What follows belongs to an exercise in optimizing a design on an open flow for small area, a short achievable clock period and few clock cycles; a production flow would make more cautious choices. Function was checked by simulation only, so behaviour that the tests miss may differ from the original.

Setup of job 1727:
// biquad_bank
module biquad_bank (
    input  wire        clk,
    input  wire        rst,
    input  wire        cmd_valid,
    output wire        cmd_ready,
    input  wire [1:0]  cmd_op,       
    input  wire [7:0]  cmd_motor,
    input  wire [7:0]  cmd_sel,
    input  wire [31:0] cmd_x,
    input  wire [31:0] cmd_b0,
    input  wire [31:0] cmd_b1,
    input  wire [31:0] cmd_b2,
    input  wire [31:0] cmd_a1,
    input  wire [31:0] cmd_a2,
    output reg         rsp_valid,
    output reg         rsp_ok,
    output reg  [31:0] rsp_data
);
Size in the first run: about 28000 cells after synthesis, ~2200 flip-flops, ~250 I/O pins, ~0.21 sq mm of cells after synthesis.
==> flow/config.mk <==
export PLATFORM = sky130hd
export DESIGN_NAME = biquad_bank
export DESIGN_NICKNAME = biquad_bank
export VERILOG_FILES = /design/flow/design.v
export SDC_FILE = /design/flow/constraint.sdc
export NUM_CORES = 4
export LEC_CHECK = 0
export ABC_AREA = 1
export CAP_MARGIN = 20
export CORE_MARGIN = 2
export CORE_UTILIZATION = 40
export PLACE_DENSITY = 0.5
export SLEW_MARGIN = 20
==> flow/constraint.sdc <==
create_clock -name core_clock -period 24.0 [get_ports {clk}]
set_input_delay 4.8000 -clock core_clock [delete_from_list [all_inputs] [get_ports {clk}]]
set_output_delay 4.8000 -clock core_clock [all_outputs]
set_load 0.01 [all_outputs]
standard.sh (not shown) runs the stock make flow with config.mk's settings and CLKGATE_MAP_FILE= SYNTH_SCRIPT=/design/flow/synth_recipe.tcl, a recipe that flattens the netlist after the stock synthesis.
==> flow/flow/run.sh <==
#!/bin/bash
# Layout with the standard flow (standard.sh: standard synthesis, floorplan,
# placement, CTS, routing, at the design's clock and constraints), asking the
# resizer's timing repair for extra setup slack so that it also shortens paths
# that already meet the 24 ns clock. All make output goes to flow_make.log;
# ORFS keeps each step's own log under orfs/logs/.
set -euo pipefail
bash standard.sh SETUP_SLACK_MARGIN=14 finish > flow_make.log 2>&1
Testbench counts of job 1727, summed over its fixed seeds: cycles 6,032.
diff inputs: job 1727 => job 2194
- CTS_CLUSTER_SIZE now 24, previously not set
- CTS_BUF_LIST now sky130_fd_sc_hd__clkbuf_8, previously not set
-- flow/flow/run.sh --
<<< job 1727, line 8
bash standard.sh SETUP_SLACK_MARGIN=14 finish > flow_make.log 2>&1
>>> job 2194, line 8
bash standard.sh SETUP_SLACK_MARGIN=15 finish > flow_make.log 2>&1
Results
Job 1727 ended with every stage complete and zero timing, DRC or antenna violations.
Job 2194 finished end to end and its layout was clean on timing, DRC and antenna.
Max total routing resource utilization after global routing across job 2194 and job 1727: job 2194
The higher cell count came out of job 2194.
Across both runs, post-layout minimum cycle time was lower for job 2194 than for job 1727.
Initial core utilization came out exactly the same in job 2194 and job 1727.
Looking only at wire length of the first global-routing pass, and setting everything else aside, the lower value of job 2194 and job 1727 goes to job 1727.
Looking at relative slew slack across both flows, job 2194 is the weaker of the two, with job 1727 ahead.
In the flow results for job 2194 and job 1727, the initial antenna violation count is smaller on job 1727.
When the final numbers for job 2194 and job 1727 were put side by side, the total non-filler cell area in the finished layout turned out to be greater in job 2194.
When job 2194 is set beside job 1727, its setup slack of the worst register-to-register path turns out to be 810 ps larger.

* * *

== build 30 ==
biquad_bank again, from the RTL that the note above started with.
==> flow/config.mk <==
export PLATFORM = sky130hd
export DESIGN_NAME = biquad_bank
export DESIGN_NICKNAME = biquad_bank
export VERILOG_FILES = /design/flow/design.v
export SDC_FILE = /design/flow/constraint.sdc
export NUM_CORES = 4
export LEC_CHECK = 0
export ABC_AREA = 1
export CAP_MARGIN = 20
export CORE_MARGIN = 2
export CORE_UTILIZATION = 40
export PLACE_DENSITY = 0.5
export SLEW_MARGIN = 20
==> flow/constraint.sdc <==
create_clock -name core_clock -period 24.0 [get_ports {clk}]
set_input_delay 4.8000 -clock core_clock [delete_from_list [all_inputs] [get_ports {clk}]]
set_output_delay 4.8000 -clock core_clock [all_outputs]
set_load 0.01 [all_outputs]
==> flow/flow/run.sh <==
#!/bin/bash
# Layout with the standard flow (standard.sh: standard synthesis, floorplan,
# placement, CTS, routing, at the design's clock and constraints), asking the
# resizer's timing repair for extra setup slack so that it also shortens paths
# that already meet the 24 ns clock. All make output goes to flow_make.log;
# ORFS keeps each step's own log under orfs/logs/.
set -euo pipefail
bash standard.sh SETUP_SLACK_MARGIN=15.5 finish > flow_make.log 2>&1
Build 30 completed every stage of the flow, and the final layout passed the timing, DRC and antenna checks.
Testbench counts of build 30, summed over its fixed seeds: cycles 6,032.
Input-level comparison between build 17 and build 30:
-- flow/flow/run.sh --
<<< build 30, line 6
# ORFS keeps each step's own log under orfs/logs/.
set -euo pipefail
bash standard.sh SETUP_SLACK_MARGIN=15.5 finish > flow_make.log 2>&1
>>> build 17, line 6
# ORFS keeps each step's own log under orfs/logs/.
set -euo pipefail
bash standard.sh SETUP_SLACK_MARGIN=16.5 finish > flow_make.log 2>&1
==> comparison <==
Routed wire length (higher): build 17
Build 30 -> build 17: global-route wire length before repair increased by a few percent
When the final numbers for build 30 and build 17 were put side by side, the worst hold slack after final layout turned out to be greater in build 17.
Global-route usage over all layers was lower in build 30 than in build 17.
Higher smallest setup slack after layout among build 30 and build 17: build 30
Of build 17 and build 30, it is build 17 that has the higher placer congestion estimate.
## Diff of input files: build 53 against build 17
Settings: PLACE_DENSITY changed from 0.5 to 0.56; CORE_UTILIZATION changed from 40 to 46.
-- flow/flow/run.sh --
<<< build 17, line 6
# ORFS keeps each step's own log under orfs/logs/.
set -euo pipefail
bash standard.sh SETUP_SLACK_MARGIN=16.5 finish > flow_make.log 2>&1
>>> build 53, line 6
# ORFS keeps each step's own log under orfs/logs/.
set -euo pipefail
bash standard.sh SETUP_SLACK_MARGIN=15 finish > flow_make.log 2>&1
==> comparison <==
- Looking at share of final layout cell area taken by clock buffers and inverters, build 53 sits 0.37 points higher than build 17 does.
- Both conditions hold for build 53: the flow ran to the end and the final layout passed the timing, DRC and antenna checks.
- Higher tap cell instance count was reported by build 17, not build 53.
- Build 53 against build 17: worst path required time went down by 0.03 ns, signed area change from the synthesized netlist to the final layout went down by 13 points.
## Diff of input files: build 90 against build 53
Settings: swapping 46 for 40 in CORE_UTILIZATION; swapping 0.56 for 0.5 in PLACE_DENSITY.
--- outcome ---
Count of cell instances traversed by the critical path was lower in build 53 than in build 90.
Compared with build 53, in build 90 number of post-CTS setup repair buffers went down; final worst hold slack went up; area of the die went up.

[static timing again, ports no longer ideal]
No port has a modelled driver above. Below, the same layouts with a new extraction and two added sets of constraints. Step 1 (the two cells are an assumption about what drives the block):
set clk [get_ports {clk}]
set_driving_cell -lib_cell sky130_fd_sc_hd__clkbuf_16 $clk
set_driving_cell -lib_cell sky130_fd_sc_hd__buf_2 [delete_from_list [all_inputs] $clk]
Step 2, shift: input delay + t, output delay - t, t = (earliest + latest rising clock arrival at the registers) / 2. This alone moves slack from input paths to output paths. a / b / c = ideal / step 1 / step 2; a / b = the first two.
run | t (ns) | slack for setup (ns) | worst hold slack (ns) | worst data-port slew with drivers (ns)
job 1727 | 1.108 | 14.323 / 14.323 / 14.323 | 0.304 / 0.304 / 0.304 | 0.21
job 2194 | 1.325 | 15.136 / 15.136 / 15.136 | 0.279 / 0.279 / 0.279 | 0.17
build 30 | 1.099 | 15.413 / 15.413 / 15.413 | 0.303 / 0.303 / 0.303 | 0.29
build 17 | 1.097 | 15.185 / 15.185 / 15.185 | 0.317 / 0.317 / 0.317 | 0.36
build 53 | 1.073 | 15.198 / 15.198 / 15.198 | 0.255 / 0.255 / 0.255 | 0.15
build 90 | 1.108 | 15.287 / 15.287 / 15.287 | 0.315 / 0.315 / 0.315 | 0.18
After both steps setup and hold are still met in every run listed.
